Background: an optimization exercise with open tools, aiming at small area, a short achievable clock period and few clock cycles per item. Do not read the settings as production practice.
Only simulation tests tie the RTL to the original design; equivalence was not proved.
No activity file was given, so power comes from the tool's default toggle rates.

==> design.v <==
module tcp_engine #(
    parameter N = 8                        
) (
    input  wire        clk,
    input  wire        rst,
    input  wire        cmd_valid,
    output reg         cmd_ready,
    input  wire [1:0]  cmd_op,             
    input  wire [31:0] cmd_local_addr,
    input  wire [31:0] cmd_remote_addr,
    input  wire [15:0] cmd_local_port,
    input  wire [15:0] cmd_remote_port,
    input  wire [3:0]  cmd_flags,          
    input  wire [31:0] cmd_seq,
    input  wire [31:0] cmd_ackno,
    input  wire [31:0] cmd_iss,
    output reg         rsp_valid,
    input  wire        rsp_ready,
    output reg  [3:0]  rsp_status,
    output reg         rsp_created,
    output reg  [3:0]  rsp_state,
    output reg  [31:0] rsp_seq,
    output reg  [31:0] rsp_ackno,
    output reg         tx_valid,
    input  wire        tx_ready,
    output reg  [31:0] tx_data,
    output reg         tx_last
);
    localparam OP_GOC = 2'd0, OP_SEG = 2'd1, OP_CLOSE = 2'd2, OP_TIMEOUT = 2'd3;
    localparam ST_OK        = 4'h0, ST_OK_REPLY  = 4'h1, ST_NOMATCH = 4'h2,
               ST_VIOLATION = 4'h3, ST_TABLE_FULL = 4'h7;
    localparam S_CLOSED = 4'd0, S_LISTEN = 4'd1, S_SYNSENT = 4'd2, S_SYNRCVD = 4'd3,
               S_ESTAB = 4'd4, S_FINWAIT1 = 4'd5, S_FINWAIT2 = 4'd6, S_CLOSEWAIT = 4'd7,
               S_CLOSING = 4'd8, S_LASTACK = 4'd9, S_TIMEWAIT = 4'd10;
    integer i;
    reg  [N-1:0]   vld;
    reg  [95:0]    e_key [0:N-1];
    reg  [3:0]     e_st  [0:N-1];
    reg  [31:0]    e_seq [0:N-1];
    reg  [31:0]    e_ack [0:N-1];
    reg         l_full;
    reg         l_go;                      
    reg  [1:0]  c_op;
    reg  [31:0] c_laddr, c_raddr;
    reg  [15:0] c_lport, c_rport;
    reg  [3:0]  c_flags;
    reg  [31:0] c_seq;
    reg  [31:0] c_sv;                      
    wire [95:0] c_key = {c_laddr, c_raddr, c_rport, c_lport};
    wire f_syn = c_flags[3];
    wire f_ack = c_flags[2];
    wire f_fin = c_flags[1];
    reg          x_full;
    reg          x_go;                     
    reg  [N-1:0] x_rd;                     
    reg  [N-1:0] x_wr;                     
    reg          x_created, x_reply;
    reg  [3:0]   x_status, x_st;
    reg          x_seq_iss, x_seq_ackno;   
    reg          x_t3;                     
    reg          x_ack_seq;                
    reg  [2:0]   x_rflags;                 
    reg  [31:0]  x_sv, x_sp1;
    reg  [31:0] t_seq, t_ack;
    always @(*) begin
        t_seq = 32'd0; t_ack = 32'd0;
        for (i = 0; i < N; i = i + 1) begin
            t_seq = t_seq | ({32{x_rd[i]}} & e_seq[i]);
            t_ack = t_ack | ({32{x_rd[i]}} & e_ack[i]);
        end
    end
    wire        e_seq_set = x_seq_iss || x_seq_ackno;
    wire [3:0]  e_status  = x_status;
    wire [3:0]  e_nst     = x_st;
    wire [31:0] w_seq = e_seq_set ? x_sv : 32'd0;
    wire [31:0] w_ack = x_ack_seq ? x_sp1 : 32'd0;
    wire        w_seq_en = e_seq_set || x_created;
    wire        w_ack_en = x_ack_seq || x_created;
    wire [31:0] n_seq = e_seq_set ? x_sv : t_seq;
    wire [31:0] n_ack = x_ack_seq ? x_sp1 : t_ack;
    reg  [N-1:0] hm_hi, hm_lo, hn;
    reg          hs_hi, hs_lo;
    wire [N-1:0] hit = (hm_hi & hm_lo) | (hn & {N{hs_hi & hs_lo}});
    reg  [3:0]   h_st;
    reg  [31:0]  h_seq;
    always @(*) begin
        h_st = 4'd0; h_seq = 32'd0;
        for (i = 0; i < N; i = i + 1) begin
            h_st  = h_st  | ({4{hit[i]}}  & e_st[i]);
            h_seq = h_seq | ({32{hit[i]}} & e_seq[i]);
        end
    end
    wire         l_hit  = |hit;
    wire         l_full_tab = !l_hit && vld[N-1];
    wire         l_new  = !l_hit && !l_full_tab;
    wire         l_fwd  = x_full && (|(hit & x_wr));
    reg [N-1:0] free_oh;
    always @(*) for (i = 0; i < N; i = i + 1) free_oh[i] = !vld[i] && (i == 0 || vld[i-1]);
    function [14:0] trans;
        input [1:0] op;
        input [3:0] fl;
        input [3:0] st;
        reg   [3:0] status, nst;
        reg         seq_iss, seq_ackno, ack_seq, t3;
        reg   [2:0] rflags;
        reg         S, A, F;
        begin
            S = fl[3]; A = fl[2]; F = fl[1];
            status = ST_NOMATCH; nst = st;
            seq_iss = 1'b0; seq_ackno = 1'b0; ack_seq = 1'b0; t3 = 1'b0;
            rflags = 3'b000;
            case (op)
                OP_GOC: status = ST_OK;
                OP_SEG: begin
                    if (S && st != S_LISTEN && st != S_SYNSENT) begin
                        status = ST_VIOLATION;
                    end else begin
                        case (st)
                            S_LISTEN: if (S && !A) begin                       
                                status = ST_OK_REPLY; nst = S_SYNRCVD;
                                seq_iss = 1'b1; ack_seq = 1'b1; rflags = 3'b110;
                            end
                            S_SYNSENT: if (S && A) begin                       
                                status = ST_OK_REPLY; nst = S_ESTAB;
                                seq_ackno = 1'b1; ack_seq = 1'b1; rflags = 3'b010;
                            end
                            S_SYNRCVD: if (A) t3 = 1'b1;                       
                            S_ESTAB: if (F) begin                               
                                status = ST_OK_REPLY; nst = S_CLOSEWAIT;
                                ack_seq = 1'b1; rflags = 3'b010;
                            end
                            S_FINWAIT1: if (F) begin                            
                                status = ST_OK_REPLY; nst = S_CLOSING;
                                ack_seq = 1'b1; rflags = 3'b010;
                            end else if (A) begin                               
                                status = ST_OK; nst = S_FINWAIT2; seq_ackno = 1'b1;
                            end
                            S_FINWAIT2: if (F) begin                            
                                status = ST_OK_REPLY; nst = S_TIMEWAIT;
                                ack_seq = 1'b1; rflags = 3'b010;
                            end
                            S_CLOSING: if (A) begin                             
                                status = ST_OK; nst = S_TIMEWAIT; seq_ackno = 1'b1;
                            end
                            S_LASTACK: if (A) begin                             
                                status = ST_OK; nst = S_CLOSED; seq_ackno = 1'b1;
                            end
                            default: ;
                        endcase
                    end
                end
                OP_CLOSE: begin
                    if (st == S_ESTAB) begin                                    
                        status = ST_OK_REPLY; nst = S_FINWAIT1; rflags = 3'b001;
                    end else if (st == S_CLOSEWAIT) begin                       
                        status = ST_OK_REPLY; nst = S_LASTACK; rflags = 3'b001;
                    end
                end
                OP_TIMEOUT: begin
                    if (st == S_TIMEWAIT) begin                                 
                        status = ST_OK; nst = S_CLOSED;
                    end
                end
            endcase
            trans = {status, nst, seq_iss, seq_ackno, ack_seq, t3, rflags};
        end
    endfunction
    wire [14:0] tr_tab  = l_full_tab ? {ST_TABLE_FULL, S_CLOSED, 7'd0}
                                     : trans(c_op, c_flags, l_hit ? h_st : S_LISTEN);
    wire [14:0] tr_xst  = trans(c_op, c_flags, x_st);
    wire [14:0] tr_est  = trans(c_op, c_flags, S_ESTAB);
    wire [14:0] tr_x    = !l_fwd ? tr_tab : x_t3 ? tr_est : tr_xst;
    wire [31:0] l_seq = (l_fwd && x_seq_iss) ? x_sv : h_seq;
    wire [31:0] t3_x  = c_sv ^ l_seq;
    wire        t3_eq = t3_x[0]
                     && (&(~t3_x[31:1] | t3_x[30:0]))
                     && (&(~t3_x[30:0] | (c_sv[30:0] ^ t3_x[31:1])));
    wire [14:0] tr      = (tr_x[3] && t3_eq) ? {ST_OK, S_ESTAB, 1'b0, 1'b1, 1'b0, 1'b1, 3'b000}
                                             : {tr_x[14:4], 1'b0, tr_x[2:0]};
    wire [3:0]  l_status = tr[14:11];
    wire [3:0]  l_nst    = tr[10:7];
    wire        l_seq_iss = tr[6], l_seq_ackno = tr[5], l_ack_seq = tr[4], l_t3 = tr[3];
    wire [2:0]  l_rflags = tr[2:0];
    wire l_reply = (l_status == ST_OK_REPLY);
    reg         s_valid;
    reg  [3:0]  s_status, s_state;
    reg         s_created;
    reg  [31:0] s_seq, s_ackno;
    reg         f_pend;                    
    reg  [31:0] f_w [0:4];                 
    reg  [2:0]  f_fl;                      
    reg  [10:0] pos;                       
    reg         cont;                      
    reg  [2:0]  s_fl;                      
    reg  [19:0] acc;                       
    function [15:0] cksum;
        input [19:0] s;
        reg   [16:0] t;
        begin
            t = {1'b0, s[15:0]} + {13'd0, s[19:16]};
            t = {1'b0, t[15:0]} + {16'd0, t[16]};
            cksum = ~t[15:0];
        end
    endfunction
    function [7:0] flag_byte;
        input [2:0] rf;
        flag_byte = {3'b000, rf[1], 1'b0, 1'b0, rf[2], rf[0]};
    endfunction
    wire        adv   = !tx_valid || tx_ready;
    wire        start = !cont && f_pend;       
    wire [31:0] nw = ({32{start}}  & 32'h0000_0800)
                   | ({32{pos[0]}} & 32'h4500_0028)
                   | ({32{pos[2]}} & {16'h4006, cksum(acc)})
                   | ({32{pos[3]}} & f_w[0])
                   | ({32{pos[4]}} & f_w[1])
                   | ({32{pos[5]}} & f_w[2])
                   | ({32{pos[6]}} & f_w[3])
                   | ({32{pos[7]}} & f_w[4])
                   | ({32{pos[8]}} & {8'h50, flag_byte(s_fl), 16'h0400})
                   | ({32{pos[9]}} & {cksum(acc), 16'h0000});
    reg  [19:0] a_x;
    reg  [15:0] a_y;
    wire [19:0] cs_s = acc ^ a_x ^ {4'd0, a_y};
    wire [19:0] cs_c = (acc & a_x) | (acc & {4'd0, a_y}) | (a_x & {4'd0, a_y});
    wire [19:0] ad_a = cs_s;
    wire [19:0] ad_b = {cs_c[18:0], 1'b0};
    reg  [19:0] kg, kp;
    reg  [19:0] acc_sum;
    integer d;
    always @(*) begin
        kg = ad_a & ad_b;
        kp = ad_a ^ ad_b;
        for (d = 1; d < 20; d = d * 2)
            for (i = 19; i >= 0; i = i - 1)
                if (i >= d) begin
                    kg[i] = kg[i] | (kp[i] & kg[i-d]);
                    kp[i] = kp[i] & kp[i-d];
                end
        acc_sum = (ad_a ^ ad_b) ^ {kg[18:0], 1'b0};
    end
    wire accept    = cmd_valid && cmd_ready;
    wire f_free    = !(x_full && x_reply) && !f_pend && !(|pos[7:0]);
    wire l_full_n  = accept || (l_full && !l_go);
    wire x_full_n  = l_go || (x_full && !x_go);
    wire mayrep_in = (cmd_op == OP_SEG && (cmd_flags[3] || cmd_flags[1])) || cmd_op == OP_CLOSE;
    wire mayrep_n  = accept ? mayrep_in : l_reply;
    wire x_reply_n = l_go ? l_reply : x_reply;
    wire pop       = rsp_valid && rsp_ready;
    wire [1:0] occ_n = {1'b0, rsp_valid} + {1'b0, s_valid} + {1'b0, x_go} - {1'b0, pop};
    wire x_go_n    = x_full_n && (occ_n != 2'd2);
    wire f_pend_n  = (x_go && x_reply) || (f_pend && !(adv && start));
    wire [10:0] pos_n = adv ? {pos[9:0], start} : pos;
    wire f_busy_n  = (x_full_n && x_reply_n) || f_pend_n || (|pos_n[7:0]);
    wire cont_n    = adv ? ((|pos[8:0]) || start) : cont;
    wire start_n   = !cont_n && f_pend_n;
    wire f_ld      = l_go && f_free;
    wire [19:0] a_x_n = ({20{start_n}}  & {4'd0, f_w[0][31:16]})
                      | ({20{pos_n[0]}} & {4'd0, f_w[1][31:16]})
                      | ({20{pos_n[2]}} & 20'hFCEEC)
                      | ({20{pos_n[3]}} & {4'd0, f_w[2][31:16]})
                      | ({20{pos_n[4]}} & {4'd0, f_w[3][31:16]})
                      | ({20{pos_n[5]}} & {4'd0, f_w[4][31:16]});
    wire [15:0] a_y_n = ({16{start_n}}  & f_w[0][15:0])
                      | ({16{pos_n[0]}} & f_w[1][15:0])
                      | ({16{pos_n[2]}} & {8'd0, flag_byte(s_fl)})
                      | ({16{pos_n[3]}} & f_w[2][15:0])
                      | ({16{pos_n[4]}} & f_w[3][15:0])
                      | ({16{pos_n[5]}} & f_w[4][15:0]);
    wire l_go_n    = l_full_n && (!x_full_n || x_go_n) && !(mayrep_n && f_busy_n);
    wire [95:0] in_key = {cmd_local_addr, cmd_remote_addr, cmd_remote_port, cmd_local_port};
    reg  [N-1:0] hm_hi_in, hm_lo_in;
    always @(*)
        for (i = 0; i < N; i = i + 1) begin
            hm_hi_in[i] = vld[i] && (e_key[i][95:48] == in_key[95:48]);
            hm_lo_in[i] = vld[i] && (e_key[i][47:0] == in_key[47:0]);
        end
    always @(posedge clk) begin
        if (rst) begin
            l_full    <= 1'b0;
            l_go      <= 1'b0;
            x_full    <= 1'b0;
            x_go      <= 1'b0;
            cmd_ready <= 1'b1;
            vld       <= {N{1'b0}};
            rsp_valid <= 1'b0;
            s_valid   <= 1'b0;
            tx_valid  <= 1'b0;
            tx_last   <= 1'b0;
            pos       <= 11'd0;
            cont      <= 1'b0;
            acc       <= 20'h0852E;
            f_pend    <= 1'b0;
        end else begin
            l_full    <= l_full_n;
            l_go      <= l_go_n;
            x_full    <= x_full_n;
            x_go      <= x_go_n;
            cmd_ready <= !l_full_n || l_go_n;
            if (l_go && l_new) vld <= {vld[N-2:0], 1'b1};
            if (pop) begin
                if (s_valid) s_valid <= x_go;
                else rsp_valid <= x_go;
            end else if (x_go) begin
                if (rsp_valid) s_valid <= 1'b1;
                else rsp_valid <= 1'b1;
            end
            f_pend <= f_pend_n;
            if (adv) begin
                pos      <= pos_n;
                tx_valid <= cont || start;
                tx_last  <= pos[9];
                cont     <= (|pos[8:0]) || start;
                if (pos[9]) acc <= 20'h0852E;
                else        acc <= acc_sum;
            end
        end
        if (cmd_ready) begin
            hm_hi   <= hm_hi_in;
            hm_lo   <= hm_lo_in;
            hn      <= (l_go && l_new) ? free_oh : {N{1'b0}};
            hs_hi   <= (in_key[95:48] == c_key[95:48]);
            hs_lo   <= (in_key[47:0] == c_key[47:0]);
            c_op    <= cmd_op;
            c_laddr <= cmd_local_addr;
            c_raddr <= cmd_remote_addr;
            c_lport <= cmd_local_port;
            c_rport <= cmd_remote_port;
            c_flags <= cmd_flags;
            c_seq   <= cmd_seq;
            c_sv    <= (cmd_flags[3] && !cmd_flags[2]) ? cmd_iss : cmd_ackno;
        end
        if (l_go) begin
            for (i = 0; i < N; i = i + 1)
                if (free_oh[i]) e_key[i] <= c_key;
            x_rd        <= hit;
            x_wr        <= l_hit ? hit : (l_full_tab ? {N{1'b0}} : free_oh);
            x_created   <= l_new;
            x_reply     <= l_reply;
            x_status    <= l_status;
            x_st        <= l_nst;
            x_seq_iss   <= l_seq_iss;
            x_seq_ackno <= l_seq_ackno;
            x_t3        <= l_t3;
            x_ack_seq   <= l_ack_seq;
            x_rflags    <= l_rflags;
            x_sv        <= c_sv;
            x_sp1       <= c_seq + 32'd1;
            if (f_ld) begin
                f_w[0] <= c_laddr;
                f_w[1] <= c_raddr;
                f_w[2] <= {c_lport, c_rport};
            end
        end
        if (x_go) begin
            for (i = 0; i < N; i = i + 1)
                if (x_wr[i]) begin
                    e_st[i] <= e_nst;
                    if (w_seq_en) e_seq[i] <= w_seq;
                    if (w_ack_en) e_ack[i] <= w_ack;
                end
            if (x_reply) begin
                f_w[3] <= n_seq;
                f_w[4] <= n_ack;
                f_fl   <= x_rflags;
            end
        end
        if (pop ? (s_valid || x_go) : (x_go && !rsp_valid)) begin
            if (pop && s_valid) begin
                rsp_status  <= s_status;
                rsp_created <= s_created;
                rsp_state   <= s_state;
                rsp_seq     <= s_seq;
                rsp_ackno   <= s_ackno;
            end else begin
                rsp_status  <= e_status;
                rsp_created <= x_created;
                rsp_state   <= e_nst;
                rsp_seq     <= n_seq;
                rsp_ackno   <= n_ack;
            end
        end
        if (x_go && (pop ? s_valid : rsp_valid)) begin
            s_status  <= e_status;
            s_created <= x_created;
            s_state   <= e_nst;
            s_seq     <= n_seq;
            s_ackno   <= n_ack;
        end
        a_x <= rst ? 20'd0 : a_x_n;
        a_y <= rst ? 16'd0 : a_y_n;
        if (adv) begin
            tx_data <= nw;
            if (start) s_fl <= f_fl;
        end
    end
endmodule
==> flow/run.sh <==
#!/bin/bash
# The standard ORFS layout (the standard.sh, unchanged synthesis), with
# repair_timing aiming well below the clock period so that the layout is
# optimised for speed, and plain buf_1 cells as the port buffers. Make's full
# output goes to make_finish.log (each tool's own log is under orfs/logs/).
set -uo pipefail
bash standard.sh SETUP_SLACK_MARGIN=10.1 \
  "BUFFER_PORTS_ARGS=-buffer_cell sky130_fd_sc_hd__buf_1" finish > make_finish.log 2>&1
==> standard.sh <==
#!/bin/bash
# synth_recipe.tcl (not shown) runs the flow's synth.tcl, then flattens the netlist and writes it again
# the make line also repeats each setting of config.mk as NAME=value (left out here)
make -C /OpenROAD-flow-scripts/flow DESIGN_CONFIG=/design/flow/config.mk WORK_HOME=/design/flow/orfs CLKGATE_MAP_FILE= SYNTH_SCRIPT=/design/flow/synth_recipe.tcl "${@:-finish}"
==> config.mk <==
export PLATFORM = sky130hd
export DESIGN_NAME = tcp_engine
export DESIGN_NICKNAME = tcp_engine
export VERILOG_FILES = /design/flow/design.v
export SDC_FILE = /design/flow/constraint.sdc
export NUM_CORES = 4
export LEC_CHECK = 0
export ABC_AREA = 1
export CAP_MARGIN = 20
export CORE_MARGIN = 2
export CORE_UTILIZATION = 60
export CTS_CLUSTER_DIAMETER = 100
export CTS_CLUSTER_SIZE = 20
export PLACE_DENSITY = 0.75
export SLEW_MARGIN = 20
==> constraint.sdc <==
create_clock -name core_clock -period 14.0 [get_ports {clk}]
set_input_delay 2.8000 -clock core_clock [delete_from_list [all_inputs] [get_ports {clk}]]
set_output_delay 2.8000 -clock core_clock [all_outputs]
set_load 0.01 [all_outputs]
==> results of run 1 <==
==> cell type report <==
type / count / area [sq um]
inverter: 511 / 2323
timing repair inverter: 5 / 42.54
multi-input combinational: 4147 / 25490
fill: 9526 / 42900
clock inverter: 5 / 57.56
sequential: 2022 / 59910
clock buffer: 183 / 3090
antenna: 24 / 60.06
timing repair buffer: 846 / 6874
tap: 1903 / 2381
==> layer usage <==
metal / part of all wire (%) / vias up / track usage, %
met1: 34 / 31100 / 53.78
li1: - / 26770 / -
met5: 0.034 / - / 0
met4: 8.3 / 16 / 24.29
met3: 18 / 1449 / 15.59
met2: 41 / 6132 / 56.75
==> worst max-delay path: stages (launching register included) <==
cell      delay, ns
dfxtp_2        0.36
ha_4           0.14
fa_2           0.20
nand2_2        0.05
inv_2          0.08
o21ai_4        0.07
nand2_2        0.10
nand2_4        0.06
nor2_4         0.10
nand3_2        0.10
nor2_2         0.11
nand2_2        0.10
nor2_2         0.11
nand2_1        0.08
nor3b_2        0.24
ha_2           0.26
buf_4          0.12
buf_6          0.09
nand2_4        0.05
nor2_4         0.13
nand3_2        0.11
nor2_2         0.11
nand2_2        0.09
nor2_2         0.11
and3_4         0.23
nand3_4        0.14
xor2_2         0.21
o211ai_1       0.51
==> metrics by stage <==
stage	cell area [sq um]	hold WS, ns	worst slack (ns)
after global routing	100200	0.4325	9.494
final	100200	0.3975	9.639
after floorplan	86410	0.4003	8.868
after global placement	90030	0.4045	8.000
after CTS	97600	0.4298	9.692
after detailed placement	90030	0.4066	8.002
==> worst min-delay path by stage <==
stage / start / to / cells past startpoint
after global placement: f_fl[1] / s_fl[1] / 0
after CTS: f_fl[1] / s_fl[1] / 0
after floorplan: x_rflags[0] / f_fl[0] / 0
after global routing: f_fl[1] / s_fl[1] / 0
final: f_fl[1] / s_fl[1] / 0
after detailed placement: f_fl[1] / s_fl[1] / 0
==> registers in the layout, summed over array words and instances (netlist names), 17 cells and up <==
name / flops
a_x: 17
acc: 20
c_laddr: 32
c_raddr: 32
c_seq: 32
c_sv: 32
e_ack: 256
e_key: 768
e_seq: 256
e_st: 32
f_w: 160
rsp_ackno: 32
rsp_seq: 32
s_ackno: 32
s_seq: 32
tx_data: 32
x_sp1: 32
x_sv: 32
==> cell usage in the layout, fill, tap and decap left out, types with 27 or more instances in the layout <==
cell / instances
clkbuf_1: 70
clkbuf_16: 124
clkinvlp_4: 63
nor2_1: 301
o22ai_1: 173
xor2_1: 126
edfxtp_1: 1939
clkbuf_2: 80
xnor2_1: 201
or2_2: 71
o21ai_0: 331
dfxtp_1: 75
buf_12: 54
a221oi_1: 129
mux2_2: 68
buf_1: 157
buf_6: 95
a21oi_1: 152
nor4_1: 77
nor4_2: 33
inv_1: 410
nand2_2: 52
a22o_1: 147
nand3_1: 177
buf_4: 407
nand2_1: 1400
nand4_1: 154
buf_2: 27
a31oi_1: 57
nor2_4: 39
==> report_power, final <==
part	leakage (nW)	switching, mW	internal (mW)
registers	18.7	0.600	7.48
logic	15.7	2.16	0.985
clock network	1.50	1.93	1.51
total	36.0	4.69	9.97
==> cells by family (layout without fill, tap and decap cells) <==
family | count (synthesis) | after routing
mux | 68 | 68
flops | 2022 | 2022
buf+inv | 791 | 1550
fa+ha+maj | 49 | 49
simple gates | 2476 | 2484
other cells | 1 | 25
compound gates | 1206 | 1206
xor+xnor | 339 | 339
==> repair_timing <==
action | in CTS | in global routing
gates resized for setup | 546 | 343
setup endpoints to repair | 381 | 249
pin swaps | 101 | 146
cloned | 7 | 20
buffers inserted | 256 | 118
==> flow_metrics.env, run 1 <==
export IMPL_yosysSeqAreaShare_pct=69.46
export IMPL_fin_cells=9646
export IMPL_cts_buffer_depth=3
export IMPL_synth_compound_area_share_pct=9.188
export IMPL_synthTopCellsByArea="edfxtp_1 (68%), nand2_1 (6.3%), o21ai_0 (2.1%)"
export IMPL_synth_flop_cell="edfxtp_1"
export IMPL_relSlewSlack_pct=23.00
export IMPL_area_growth_pct=16.26
export IMPL_antenna_found_initial=20
export IMPL_final_net_count=7896
export IMPL_yosysWarningCount=7
export IMPL_critical_path_required_ns=14.50
export IMPL_yosys_area_share_simple_pct=12.58
export IMPL_worstMarginPinSlew_ns=1.155
export IMPL_skew_ns=0.04475
export IMPL_cts_sinks=2022
export IMPL_routed_wirelength_mm=312.9
export IMPL_final_hold_viol_count=0
export IMPL_remaining_drc_errors=0
export IMPL_dpl_hpwl_mm=189.3
export IMPL_grt_pass1_wl_mm=419.7
export IMPL_timing_critical_path_from_type="flop"
export IMPL_avgSynthCellArea_sq_um=12.40
export IMPL_synth_mux_area_share_pct=0.8882
export IMPL_synth_edff_count=1939
export IMPL_fin_util_pct=70.03
export IMPL_coreArea_sq_um=143100
export IMPL_yosys_area_top_type_share_pct=67.54
export IMPL_slew_viol_final=0
export IMPL_ir_worst_vdd_mv=0.1330
export IMPL_synth_common_cells="edfxtp_1 (1939), nand2_1 (1457), inv_1 (476)"
export IMPL_r2r_slack_ns=9.64
export IMPL_dieHeight_um=383.1
export IMPL_h_tree_depth=3
export IMPL_synth_top_area_cell="edfxtp_1"
export IMPL_synthAdderAreaFrac_pct=0.8766
export IMPL_finalCritPeriodShare_pct=31.15
export IMPL_r2r_end="tx_data[11]"
export IMPL_syn_area_sq_um=86210
export IMPL_postSynth_asyncResetShare_pct=0
export IMPL_rows=139
export IMPL_finalSetupTns_ns=0
export IMPL_synth_xor_area_share_pct=3.444
export IMPL_grt_pass1_vias=59550
export IMPL_crit_start="acc[16]"
export IMPL_synth_cell_types=69
export IMPL_grt_overflow=0
export IMPL_detail_route_first_pass_iterations=10
export IMPL_total_power_mw=14.67
export IMPL_cts_hold_buf=0
export IMPL_r2r_cells=27
export IMPL_timing_rr_start="acc[16]"
export IMPL_gp_congestion=1.073
export IMPL_worstSetupPathType="flop to flop"
export IMPL_clk_pin_slew_ns=0.10
export IMPL_clk_latency_ns=0.80
export IMPL_max_freq_ghz=0.2293
export IMPL_max_cap_viol_count=0
export IMPL_start_util_pct=60.23
export IMPL_wl_per_cell_um=32.44
export IMPL_rsz0062_at_grt="yes"
export IMPL_numCtsBuffers=111
export IMPL_setup_viol=0
export IMPL_vias=65460
export IMPL_placed_cells=9032
export IMPL_cp_end_kind="flop"
export IMPL_ctsRootBufferMaster="clkbuf_16"
export IMPL_grt_max_degree=73
export IMPL_syn_num_nets=7204
export IMPL_crit_path_end="tx_data[11]"
export IMPL_drive_gt1_share_pct=17.92
export IMPL_die_area_sq_um=146700
export IMPL_cp_max_fo=3
export IMPL_worstPathArrival_ns=4.87
export IMPL_pin_count=312
export IMPL_via_per_inst=6.786
export IMPL_drtIter0Drc=12550
export IMPL_cts_tree="yes"
export IMPL_hp_class="flop to flop"
export IMPL_grt_usage_pct=40.55
export IMPL_synth_cells=6952
export IMPL_synth_top_family_by_area="simple AND/OR/NAND/NOR gates"
export IMPL_ant_nets=0
export IMPL_leakage_nw=35.97
export IMPL_fp_dieW_um=383.1
export IMPL_ys_ff_latch=2022
export IMPL_power_density_nw_per_um2=146.3
export IMPL_yosysMostFrequentCell="edfxtp_1"
export IMPL_period_minus_slack_ns=4.361
export IMPL_status="complete, no violations"
export IMPL_io_buffers=309
Testbench counts, summed over its fixed seeds: cycles 13,962, items 4,800.
==> inputs of run 2 (changes only) <==
--- a/flow/run.sh
+++ b/flow/run.sh
@@ -6,3 +6,3 @@
 set -uo pipefail
-bash standard.sh SETUP_SLACK_MARGIN=10.1 \
+bash standard.sh SETUP_SLACK_MARGIN=9.9 \
   "BUFFER_PORTS_ARGS=-buffer_cell sky130_fd_sc_hd__buf_1" finish > make_finish.log 2>&1
--- a/config.mk
+++ b/config.mk
@@ -10,6 +10,6 @@
 export CORE_MARGIN = 2
-export CORE_UTILIZATION = 60
+export CORE_UTILIZATION = 65
 export CTS_CLUSTER_DIAMETER = 100
 export CTS_CLUSTER_SIZE = 20
-export PLACE_DENSITY = 0.75
+export PLACE_DENSITY = 0.8
 export SLEW_MARGIN = 20
==> run 2 against run 1 <==
  * Sequential cell count stayed put
  * Total power is 1.3% lower
  * Synthesized area stayed put
  * Wire length is 3.0% lower
  * Final area is 3.1% lower
  * Sequential power is 0.5% lower
  * Highest routed layer unchanged
  * Largest power group unchanged
  * Still clean on timing, DRC and antenna
  * Global-route usage is 3.0 points higher
==> flow_metrics.env, run 2 <==
export IMPL_status="complete, no violations"
export IMPL_remaining_drc_errors=0
export IMPL_ir_worst_vdd_mv=0.1240
export IMPL_grt_usage_pct=43.58
export IMPL_yosysSeqAreaShare_pct=69.46
export IMPL_ys_ff_latch=2022
export IMPL_yosysWarningCount=7
export IMPL_final_hold_viol_count=0
export IMPL_gp_congestion=1.068
export IMPL_hp_class="flop to flop"
export IMPL_synth_top_family_by_area="simple AND/OR/NAND/NOR gates"
export IMPL_drtIter0Drc=13260
export IMPL_timing_critical_path_from_type="flop"
export IMPL_max_cap_viol_count=0
export IMPL_avgSynthCellArea_sq_um=12.40
export IMPL_critPathBufInv=1
export IMPL_worstPathArrival_ns=4.93
export IMPL_max_freq_ghz=0.2248
export IMPL_leakage_nw=34.71
export IMPL_vias=64960
export IMPL_drive_gt1_share_pct=14.84
export IMPL_place_ws_ns=7.860
export IMPL_syn_area_sq_um=86210
export IMPL_pin_count=312
export IMPL_grt_pass1_wl_mm=416.5
export IMPL_layout_common_cells="edfxtp_1 (1939), nand2_1 (1441), inv_1 (412), o21ai_0 (342), buf_4 (342)"
export IMPL_finalSetupTns_ns=0
export IMPL_ctsRootBufferMaster="clkbuf_16"
export IMPL_fin_cells=9303
export IMPL_placed_cells=8884
export IMPL_dieHeight_um=368.2
export IMPL_cpPeakStageDelay_ns=0.63
export IMPL_synth_cell_types=69
export IMPL_clk_latency_ns=0.81
export IMPL_timing_hold_ws_ns=0.4251
export IMPL_relSlewSlack_pct=14.13
export IMPL_cts_tree="yes"
export IMPL_routed_wirelength_mm=303.6
export IMPL_finalCritPeriodShare_pct=31.78
export IMPL_postLayoutCellArea_sq_um=97140
export IMPL_synth_flop_cell="edfxtp_1"
export IMPL_synth_top_area_cell="edfxtp_1"
export IMPL_postSynth_asyncResetShare_pct=0
export IMPL_largestRegisters="e_key: 768 flops, e_ack: 256 flops, e_seq: 256 flops"
export IMPL_crit_family="simple AND/OR/NAND/NOR gates"
export IMPL_skew_ns=0.03967
export IMPL_final_net_count=7747
export IMPL_worstSetupPathType="flop to flop"
export IMPL_synth_common_cells="edfxtp_1 (1939), nand2_1 (1457), inv_1 (476)"
export IMPL_slew_viol_final=0
export IMPL_setup_viol=0
export IMPL_placed_area_sq_um=89850
export IMPL_start_util_pct=65.50
export IMPL_antenna_found_initial=27
export IMPL_final_common_cell="edfxtp_1"
export IMPL_synth_mux_area_share_pct=0.8882
export IMPL_yosysMostFrequentCell="edfxtp_1"
export IMPL_largest_reg_flops=768
export IMPL_syn_num_nets=7204
export IMPL_period_minus_slack_ns=4.449
export IMPL_grt_overflow=0
export IMPL_detail_route_first_pass_iterations=10
export IMPL_numCtsBuffers=111
export IMPL_cts_sinks=2022
export IMPL_clk_pin_slew_ns=0.10
export IMPL_synth_xor_area_share_pct=3.444
export IMPL_worstMarginPinSlew_ns=1.275
export IMPL_yosys_area_share_simple_pct=12.58
export IMPL_ant_nets=0
export IMPL_critical_path_required_ns=14.48
export IMPL_die_area_sq_um=135600
export IMPL_io_buffers=309
export IMPL_total_power_mw=14.48
export IMPL_synthTopCellsByArea="edfxtp_1 (68%), nand2_1 (6.3%), o21ai_0 (2.1%)"
export IMPL_rows=133
export IMPL_cp_max_fo=3
export IMPL_synthAdderAreaFrac_pct=0.8766
export IMPL_fin_util_pct=73.80
export IMPL_dpl_hpwl_mm=191.3
export IMPL_coreArea_sq_um=131600
export IMPL_n_fill_cell=8434
export IMPL_via_per_inst=6.982
export IMPL_grt_max_degree=127
export IMPL_fp_dieW_um=368.2
export IMPL_yosys_area_top_type_share_pct=67.54
export IMPL_grt_pass1_vias=59230
export IMPL_power_density_nw_per_um2=149.0
export IMPL_area_growth_pct=12.68
export IMPL_rsz0062_at_grt="yes"
export IMPL_largest_register="e_key"
export IMPL_slowest_stage="o211ai_1"
export IMPL_synth_cells=6952
export IMPL_h_tree_depth=3
export IMPL_r2r_slack_ns=9.55
export IMPL_fin_ws_ns=9.551
export IMPL_synth_compound_area_share_pct=9.188
export IMPL_wl_per_cell_um=32.63
export IMPL_cts_buffer_depth=3
export IMPL_synth_edff_count=1939
export IMPL_cp_end_kind="flop"
==> run 2: cell count changes in the layout (fill, tap and decap cells not counted), moves of 17 or more <==
cell	before	now
buf_4	407	342
buf_6	95	41
nand2_1	1400	1441
nand2_2	52	19
clkbuf_1	70	40
buf_12	54	28
diode_2	24	6
nand3_1	177	194
==> run 2: power breakdown <==
group	internal, mW	leakage (nW)	total [mW]	switching, mW
clock	1.47	1.49	3.43	1.96
combinational	0.891	14.5	3.02	2.13
sequential	7.48	18.7	8.04	0.558
==> run 2: what timing repair did <==
action / 4_1_cts / 5_1_grt
hold endpoints to repair: 0 / 0
setup endpoints to repair: 306 / 217
resized for setup: 324 / 296
hold buffers: 0 / 0
cloned: 4 / 4
buffers inserted: 154 / 91
pin swaps: 41 / 76
==> run 2: path summary, 6_finish.rpt <==
path	startpoint	endpoint	depth (start not counted)
max	acc[0]	tx_data[30]	26
min	f_fl[2]	s_fl[2]	0
max reg2reg	acc[0]	tx_data[30]	26
min reg2reg	f_fl[2]	s_fl[2]	0
==> run 2: cells by family (layout without fill, tap and decap cells) <==
group                      after synthesis  count (layout)
other                                    1               7
adders and majority gates               49              49
and+or+nand+nor                       2476            2479
DFF                                   2022            2022
xor gates and xnor gates               339             339
muxes                                   68              68
AOI/OAI and AO/OA                     1206            1206
buffers and inverters                  791            1378
==> run 2: worst register-to-register path, delay by kind of cell, from the launching register on <==
kind	cells	cell delay, ns
buffers and inverters	1	0.06
AOI/OAI and AO/OA	2	0.70
DFF	1	0.38
xor gates and xnor gates	1	0.09
adders and majority gates	4	0.71
and+or+nand+nor	18	2.18
==> run 2: layout make-up <==
| type | count | area (sq um) | share of cell area (%) |
|---|---|---|---|
| multi-input combinational | 4142 | 24680 | 25.40 |
| clock inverter | 9 | 162.7 | 0.1674 |
| sequential | 2022 | 59920 | 61.68 |
| antenna | 6 | 15.01 | 0.01546 |
| timing repair buffer | 704 | 4981 | 5.128 |
| timing repair inverter | 3 | 23.77 | 0.02447 |
| inverter | 511 | 2242 | 2.308 |
| tap | 1755 | 2196 | 2.260 |
| clock buffer | 151 | 2928 | 3.014 |
==> run 2: metal layers <==
metal	track usage, %	routed length (um)	vias to the layer above
met5	0.4274	215	-
met4	24.87	23700	20
met3	14.11	52550	1386
met2	62.11	126700	6332
met1	59.36	100400	30850
li1	-	-	26370
==> inputs of run 3 (changes only) <==
--- a/design.v
+++ b/design.v
@@ -248,2 +248,4 @@
     wire pop       = rsp_valid && rsp_ready;
+    wire r_ld      = pop ? (s_valid || x_go) : (x_go && !rsp_valid);
+    wire r_skid    = pop && s_valid;
     wire [1:0] occ_n = {1'b0, rsp_valid} + {1'b0, s_valid} + {1'b0, x_go} - {1'b0, pop};
@@ -366,17 +368,6 @@
         end
-        if (pop ? (s_valid || x_go) : (x_go && !rsp_valid)) begin
-            if (pop && s_valid) begin
-                rsp_status  <= s_status;
-                rsp_created <= s_created;
-                rsp_state   <= s_state;
-                rsp_seq     <= s_seq;
-                rsp_ackno   <= s_ackno;
-            end else begin
-                rsp_status  <= e_status;
-                rsp_created <= x_created;
-                rsp_state   <= e_nst;
-                rsp_seq     <= n_seq;
-                rsp_ackno   <= n_ack;
-            end
-        end
+        {rsp_status, rsp_created, rsp_state, rsp_seq, rsp_ackno} <=
+              ({rsp_status, rsp_created, rsp_state, rsp_seq, rsp_ackno} & {73{!r_ld}})
+            | ({s_status, s_created, s_state, s_seq, s_ackno} & {73{r_ld && r_skid}})
+            | ({e_status, x_created, e_nst, n_seq, n_ack} & {73{r_ld && !r_skid}});
         if (x_go && (pop ? s_valid : rsp_valid)) begin
--- a/config.mk
+++ b/config.mk
@@ -7,9 +7,8 @@
 export LEC_CHECK = 0
-export ABC_AREA = 1
 export CAP_MARGIN = 20
 export CORE_MARGIN = 2
-export CORE_UTILIZATION = 65
+export CORE_UTILIZATION = 60
 export CTS_CLUSTER_DIAMETER = 100
 export CTS_CLUSTER_SIZE = 20
-export PLACE_DENSITY = 0.8
+export PLACE_DENSITY = 0.75
 export SLEW_MARGIN = 20
==> run 3 against run 2 <==
  * Via count down 9.9%
  * Wire length down 6.5%
  * Still clean
  * Register-to-register slack about the same
  * Worst hold slack better by 0.0036 ns
  * Largest power group unchanged
  * Final area down 1.3%
  * Clock-buffer cell count up 39
  * Clock skew up 0.0068 ns
  * Largest cell class unchanged
  * Worst setup slack better by 0.0030 ns
==> flow_metrics.env, run 3 <==
export IMPL_status="complete, no violations"
export IMPL_cts_sinks=2023
export IMPL_combPwrFrac_pct=13.1
export IMPL_drive_gt1_share_pct=13.80
export IMPL_cp_end_kind="flop"
export IMPL_grt_max_degree=76
export IMPL_max_cap_viol_count=0
export IMPL_avgSynthCellArea_sq_um=14.69
export IMPL_start_util_pct=60.51
export IMPL_grt_overflow=0
export IMPL_area_growth_pct=11.76
export IMPL_synth_flop_cell="edfxtp_1"
export IMPL_io_buffers=310
export IMPL_intPower_mw=9.202
export IMPL_wl_per_cell_um=34.62
export IMPL_worstSetupPathType="flop to flop"
export IMPL_coreArea_sq_um=141800
export IMPL_grt_pass1_vias=54140
export IMPL_h_tree_depth=3
export IMPL_power_frac_seq_pct=59.5
export IMPL_placed_cells=7907
export IMPL_grt_pass1_wl_mm=397.2
export IMPL_cts_buffer_depth=3
export IMPL_final_common_cell="edfxtp_1"
export IMPL_via_per_inst=7.135
export IMPL_clk_pin_slew_ns=0.09
export IMPL_p_sw_mw=3.373
export IMPL_p_sw_share_pct=26.82
export IMPL_path_cells="and2_2 -> a22oi_1 -> nand2_1 -> nor4_2 -> o2bb2ai_2 -> xnor2_1 -> mux2i_1 -> or3_1 -> nor4_2 -> nand4_2 -> buf_6 -> a41oi_4"
export IMPL_slew_viol_final=0
export IMPL_cts_hold_buf=0
export IMPL_die_area_sq_um=146000
export IMPL_drtIter0Drc=11410
export IMPL_fin_cells=8204
export IMPL_r2r_slack_ns=9.55
export IMPL_largest_reg_flops=768
export IMPL_postSynth_asyncResetShare_pct=0
export IMPL_synth_common_cells="edfxtp_1 (1867), xor2_1 (549), a22oi_1 (544)"
export IMPL_whs_path_depth=0
export IMPL_synth_edff_count=1867
export IMPL_worstMarginPinSlew_ns=1.229
export IMPL_numCtsBuffers=111
export IMPL_synth_cell_types=85
export IMPL_largest_register="e_key"
export IMPL_remaining_drc_errors=0
export IMPL_final_net_count=6470
export IMPL_leakage_nw=32.29
export IMPL_syn_num_nets=6092
export IMPL_total_power_mw=12.57
export IMPL_clk_latency_ns=0.79
export IMPL_min_to="s_fl[0]"
export IMPL_syn_area_sq_um=85780
export IMPL_ctsRootBufferMaster="clkbuf_16"
export IMPL_hp_class="flop to flop"
export IMPL_slowest_stage="nor4_2"
export IMPL_skew_ns=0.04646
export IMPL_rsz0062_at_grt="yes"
export IMPL_ir_worst_vdd_mv=0.1318
export IMPL_crit_start="hm_lo[6]"
export IMPL_routed_wirelength_mm=284.0
export IMPL_cpPeakStageDelay_ns=0.63
export IMPL_antenna_found_initial=13
export IMPL_timing_hold_ws_ns=0.4287
export IMPL_power_density_nw_per_um2=131.2
export IMPL_path_common_cell="nor4_2"
export IMPL_worstPathArrival_ns=4.88
export IMPL_min_from="f_fl[0]"
export IMPL_gp_congestion=0.9663
export IMPL_relSlewSlack_pct=18.06
export IMPL_synth_cells=5840
export IMPL_cp_max_fo=28
export IMPL_dieHeight_um=382.1
export IMPL_finalCritPeriodShare_pct=31.76
export IMPL_rows=138
export IMPL_synthTopCellsByArea="edfxtp_1 (65%), xor2_1 (5.6%), a22oi_1 (4.8%)"
export IMPL_timing_rr_start="hm_lo[6]"
export IMPL_r2r_cells=12
export IMPL_grt_usage_pct=38.06
export IMPL_yosysSeqAreaShare_pct=68.99
export IMPL_setup_viol=0
export IMPL_fin_util_pct=67.63
export IMPL_dpl_hpwl_mm=173.1
export IMPL_pin_count=312
export IMPL_vias=58540
export IMPL_critical_path_required_ns=14.44
export IMPL_detail_route_first_pass_iterations=10
export IMPL_synth_top_area_cell="edfxtp_1"
export IMPL_yosysWarningCount=7
export IMPL_layout_common_cells="edfxtp_1 (1867), a22oi_1 (544), xor2_1 (539), xnor2_1 (319), buf_4 (259)"
export IMPL_timing_critical_path_from_type="flop"
export IMPL_yosysMostFrequentCell="edfxtp_1"
export IMPL_yosys_area_top_type_share_pct=65.35
export IMPL_max_freq_ghz=0.2249
export IMPL_fp_dieW_um=382.1
export IMPL_period_minus_slack_ns=4.446
export IMPL_p_clk_share_pct=27.4
export IMPL_final_hold_viol_count=0
export IMPL_ys_ff_latch=2023
export IMPL_cts_tree="yes"
export IMPL_r2r_end="x_st[2]"
export IMPL_largestRegisters="e_key: 768 flops, e_ack: 256 flops, e_seq: 256 flops"
export IMPL_finalSetupTns_ns=0
export IMPL_ant_nets=0
run 3: cell count changes in the layout (fill, tap and decap cells not counted), sizes merged, moves of 93 or more:
cell | previous run | this run
inv | 438 | 121
o21ai | 374 | 42
nand3 | 211 | 118
a22o | 147 | 21
a221oi | 142 | 40
nand2 | 1469 | 191
xor2 | 133 | 549
xnor2 | 206 | 336
a22oi | 4 | 544
o22ai | 175 | 40
nor2 | 355 | 144
run 3: worst max-delay path by stage:
stage | depth (start not counted) | endpoint | slack, ns
floorplan | 3 | f_w[0][0] | 9.11
CTS | 15 | x_st[3] | 9.67
global route | 16 | x_st[1] | 9.49
detailed placement | 12 | l_go | 7.86
global placement | 12 | l_go | 7.95
finish | 12 | x_st[2] | 9.55
run 3: worst max-delay path, delay by kind of cell, from the launching register on:
family	cells	cell delay, ns
and+or+nand+nor	6	2.17
AOI/OAI and AO/OA	3	0.81
DFF	1	0.61
xor gates and xnor gates	1	0.21
buffers and inverters	1	0.17
muxes	1	0.10
run 3: timing repair:
item | in CTS | in global routing
pin swaps | 42 | 31
endpoints found under the setup margin | 227 | 137
gates resized for setup | 386 | 143
gates cloned | 9 | 1
buffers inserted | 41 | 36
run 3: cell families (layout without fill, tap and decap cells):
logic type / count (synthesis) / in the layout / share of synthesized area (%)
and+or+nand+nor: 1153 / 1154 / 7.280
xor gates and xnor gates: 885 / 885 / 9.044
muxes: 118 / 118 / 1.483
AOI/OAI and AO/OA: 1150 / 1150 / 10.24
DFF: 2023 / 2023 / 68.99
buffers and inverters: 462 / 925 / 2.073
other: 0 / 10 / 0
adders and majority gates: 49 / 49 / 0.8809
run 3: routing by layer:
layer	wire, um	share of wire (%)	track usage, %
met5	70	0.025	0
met4	17030	6.0	16.06
met3	44150	16	10.73
met2	123400	43	56.56
met1	99350	35	53.05
run 3: stage by stage:
step	area (sq um)	setup slack [ns]
after floorplan	85860	9.108
after global placement	89840	7.948
after detailed placement	89840	7.861
after CTS	95040	9.668
after global routing	95850	9.492
final	95880	9.554
run 3: area by class of cell:
type / instances / area (sq um)
flip-flops and latches: 2023 / 59300
fillers: 9604 / 45880
multi-input cells: 3356 / 26190
repair buffers: 606 / 4295
clock buffers: 190 / 3084
well taps: 1890 / 2365
inverters: 120 / 471.7
clock inverters: 9 / 147.6
diodes: 10 / 25.02
run 3: power by group through the flow:
stage	logic, mW	clock network, mW	registers [mW]
6_report	1.64	3.45	7.48
5_1_grt	1.71	3.65	7.50
3_5_place_dp	1.44	0	7.57
4_1_cts	1.56	3.45	7.46
2_1_floorplan	0.785	0	7.46
3_3_place_gp	1.41	0	7.56
Testbench counts of run 3, summed over its fixed seeds: cycles 13,962, items 4,800.
==> inputs of run 4 (changes only) <==
--- a/flow/run.sh
+++ b/flow/run.sh
@@ -6,3 +6,3 @@
 set -uo pipefail
-bash standard.sh SETUP_SLACK_MARGIN=9.9 \
+bash standard.sh SETUP_SLACK_MARGIN=10.1 \
   "BUFFER_PORTS_ARGS=-buffer_cell sky130_fd_sc_hd__buf_1" finish > make_finish.log 2>&1
==> run 4 against run 3 <==
  * Wire length is 1.4% higher
  * Clock power rose by 2%
  * Largest cell class unchanged
  * Clock skew shrank 0.0091 ns
  * Synthesized area did not move
  * Clock-buffer cell count decreased by 9
  * Worst setup slack better by 0.095 ns
  * Sequential power about the same
  * First-iteration DRC count grew 5.6%
  * Sequential cell count is the same
  * Critical path type unchanged
  * Critical path depth grew 3
==> flow_metrics.env, run 4 <==
export IMPL_status="complete, no violations"
export IMPL_ir_worst_vdd_mv=0.1166
export IMPL_final_common_cell="edfxtp_1"
export IMPL_start_util_pct=60.51
export IMPL_leakage_nw=33.14
export IMPL_cp_max_fo=6
export IMPL_final_net_count=6551
export IMPL_wl_per_cell_um=34.80
export IMPL_worstMarginPinSlew_ns=1.112
export IMPL_period_minus_slack_ns=4.351
export IMPL_die_area_sq_um=146000
export IMPL_largest_register="e_key"
export IMPL_final_hold_viol_count=0
export IMPL_rows=138
export IMPL_largestRegisters="e_key: 768 flops, e_ack: 256 flops, e_seq: 256 flops"
export IMPL_io_buffers=310
export IMPL_postLayoutCellArea_sq_um=97750
export IMPL_worstSetupPathType="flop to flop"
export IMPL_dpl_hpwl_mm=173.5
export IMPL_routed_wirelength_mm=287.9
export IMPL_ctsRootBufferMaster="clkbuf_16"
export IMPL_postSynth_asyncResetShare_pct=0
export IMPL_detail_route_first_pass_iterations=14
export IMPL_cts_buffer_depth=3
export IMPL_fin_cells=8274
export IMPL_synth_cell_types=85
export IMPL_power_density_nw_per_um2=131.4
export IMPL_coreArea_sq_um=141800
export IMPL_gp_congestion=0.9845
export IMPL_finalSetupTns_ns=0
export IMPL_timing_critical_path_from_type="flop"
export IMPL_grt_usage_pct=38.44
export IMPL_drtIter0Drc=12040
export IMPL_max_freq_ghz=0.2298
export IMPL_synth_common_cells="edfxtp_1 (1867), xor2_1 (549), a22oi_1 (544)"
export IMPL_dieHeight_um=382.1
export IMPL_yosysSeqAreaShare_pct=68.99
export IMPL_drive_gt1_share_pct=16.23
export IMPL_h_tree_depth=3
export IMPL_hp_class="flop to flop"
export IMPL_numCtsBuffers=112
export IMPL_fp_dieW_um=382.1
export IMPL_skew_ns=0.03740
export IMPL_antenna_found_initial=23
export IMPL_vias=59240
export IMPL_pin_count=312
export IMPL_largest_reg_flops=768
export IMPL_clk_latency_ns=0.81
export IMPL_ant_nets=0
export IMPL_worstPathArrival_ns=4.82
export IMPL_area_growth_pct=13.95
export IMPL_avgSynthCellArea_sq_um=14.69
export IMPL_synth_cells=5840
export IMPL_cts_sinks=2023
export IMPL_max_cap_viol_count=0
export IMPL_synth_edff_count=1867
export IMPL_syn_num_nets=6092
export IMPL_synthTopCellsByArea="edfxtp_1 (65%), xor2_1 (5.6%), a22oi_1 (4.8%)"
export IMPL_setup_viol=0
export IMPL_clk_pin_slew_ns=0.08
export IMPL_yosysWarningCount=7
export IMPL_syn_area_sq_um=85780
export IMPL_remaining_drc_errors=0
export IMPL_grt_max_degree=105
export IMPL_placed_cells=7906
export IMPL_grt_pass1_wl_mm=401.3
export IMPL_rsz0062_at_grt="yes"
export IMPL_via_per_inst=7.159
export IMPL_layout_common_cells="edfxtp_1 (1867), a22oi_1 (544), xor2_1 (533), xnor2_1 (319), buf_4 (297)"
export IMPL_relSlewSlack_pct=25.88
export IMPL_fin_util_pct=68.96
export IMPL_cts_hold_buf=0
export IMPL_synth_flop_cell="edfxtp_1"
export IMPL_ys_ff_latch=2023
export IMPL_cts_tree="yes"
export IMPL_synth_top_area_cell="edfxtp_1"
export IMPL_placed_area_sq_um=89840
export IMPL_yosysMostFrequentCell="edfxtp_1"
export IMPL_slew_viol_final=0
export IMPL_cp_end_kind="flop"
export IMPL_yosys_area_top_type_share_pct=65.35
export IMPL_critical_path_required_ns=14.46
export IMPL_finalCritPeriodShare_pct=31.08
export IMPL_grt_pass1_vias=55120
export IMPL_grt_overflow=0
## run 4: cell counts after synthesis
No cell type changed its count.
## run 4: per-layer routing
layer  GRT usage, %  share of wire (%)
met2          56.70                 43
met1          53.05                 34
met5              0              0.032
met4          17.77                6.4
met3          11.26                 16
## run 4: area by class of cell
cell class	count	area, sq um
clock buffers	181	3114
repair buffers	687	5645
diodes	7	17.52
flip-flops and latches	2023	59340
multi-input cells	3355	26580
fillers	9220	44000
inverters	120	473.0
clock inverters	11	214.0
well taps	1890	2365
## run 4: cell families (layout without fill, tap and decap cells)
| logic type | Yosys count | count (layout) | synth area share (%) |
|---|---|---|---|
| and+or+nand+nor | 1153 | 1153 | 7.280 |
| muxes | 118 | 118 | 1.483 |
| xor gates and xnor gates | 885 | 885 | 9.044 |
| buffers and inverters | 462 | 999 | 2.073 |
| DFF | 2023 | 2023 | 68.99 |
| adders and majority gates | 49 | 49 | 0.8809 |
| other | 0 | 7 | 0 |
| AOI/OAI and AO/OA | 1150 | 1150 | 10.24 |
## run 4: where the power goes
| group | total (mW) | internal [mW] | leakage (nW) | switching [mW] |
|---|---|---|---|---|
| Sequential | 7.51 | 7.10 | 18.7 | 0.415 |
| Clock | 3.52 | 1.58 | 1.59 | 1.94 |
| Combinational | 1.81 | 0.737 | 12.8 | 1.07 |
## run 4: critical path: stages, from the launching register on
cell	delay [ns]
edfxtp_1	0.51
a32o_2	0.32
a2111o_1	0.38
or3_4	0.35
o21ai_4	0.18
buf_12	0.16
buf_8	0.13
buf_16	0.15
mux2i_4	0.31
xor2_2	0.26
mux2i_2	0.32
o221ai_2	0.16
nor4_2	0.26
nand4_2	0.14
buf_6	0.17
a41oi_4	0.19
## run 4: what timing repair did
action	in CTS	in global routing
pin swaps	77	50
buffers inserted	98	56
endpoints found under the setup margin	251	211
cloned	11	3
resized for setup	664	128
## run 4: final timing paths
| path | slack (ns) | end | from | cells past startpoint |
|---|---|---|---|---|
| max reg2reg | 9.65 | x_st[0] | hs_hi | 15 |
| max | 9.65 | x_st[0] | hs_hi | 15 |
| min reg2reg | 0.43 | s_fl[0] | f_fl[0] | 0 |
| min | 0.43 | s_fl[0] | f_fl[0] | 0 |
## run 4: through the flow
step / power (mW) / hold WS, ns / setup slack, ns
final: 12.84 / 0.4291 / 9.649
after global routing: 13.12 / 0.4569 / 9.545
after detailed placement: 9.002 / 0.4054 / 7.911
after CTS: 12.71 / 0.4287 / 9.703
after global placement: 8.958 / 0.4177 / 7.974
after floorplan: 8.246 / 0.4003 / 9.108

[afterwards: timing with drivers on the ports]
The flow's constraints put no driver on any port. The routed layouts listed below were extracted and timed again, unchanged, in two steps. Step 1 assumes that a clkbuf_16 drives the clock port and a buf_2 every other input. Step 2 times the ports against the registers' clock, not the clock port: input delays grow and output delays shrink by t, the midpoint of the rising clock arrivals with the driver on. Slacks: no drivers / after step 1 / after step 2; pairs: no drivers / after step 1.
run	t, ns	slack for setup (ns)	pins driven straight from the clock port
run 1	0.854	9.639 / 9.618 / 8.840	1
run 2	0.881	9.551 / 9.551 / 8.921	1
run 3	0.861	9.554 / 9.554 / 8.974	1
run 4	0.881	9.649 / 9.578 / 9.040	1
After both steps every run listed still meets setup and hold. The setup slack of run 1, which loses most, moves by -0.021 ns with the drivers and by -0.799 ns with both steps.
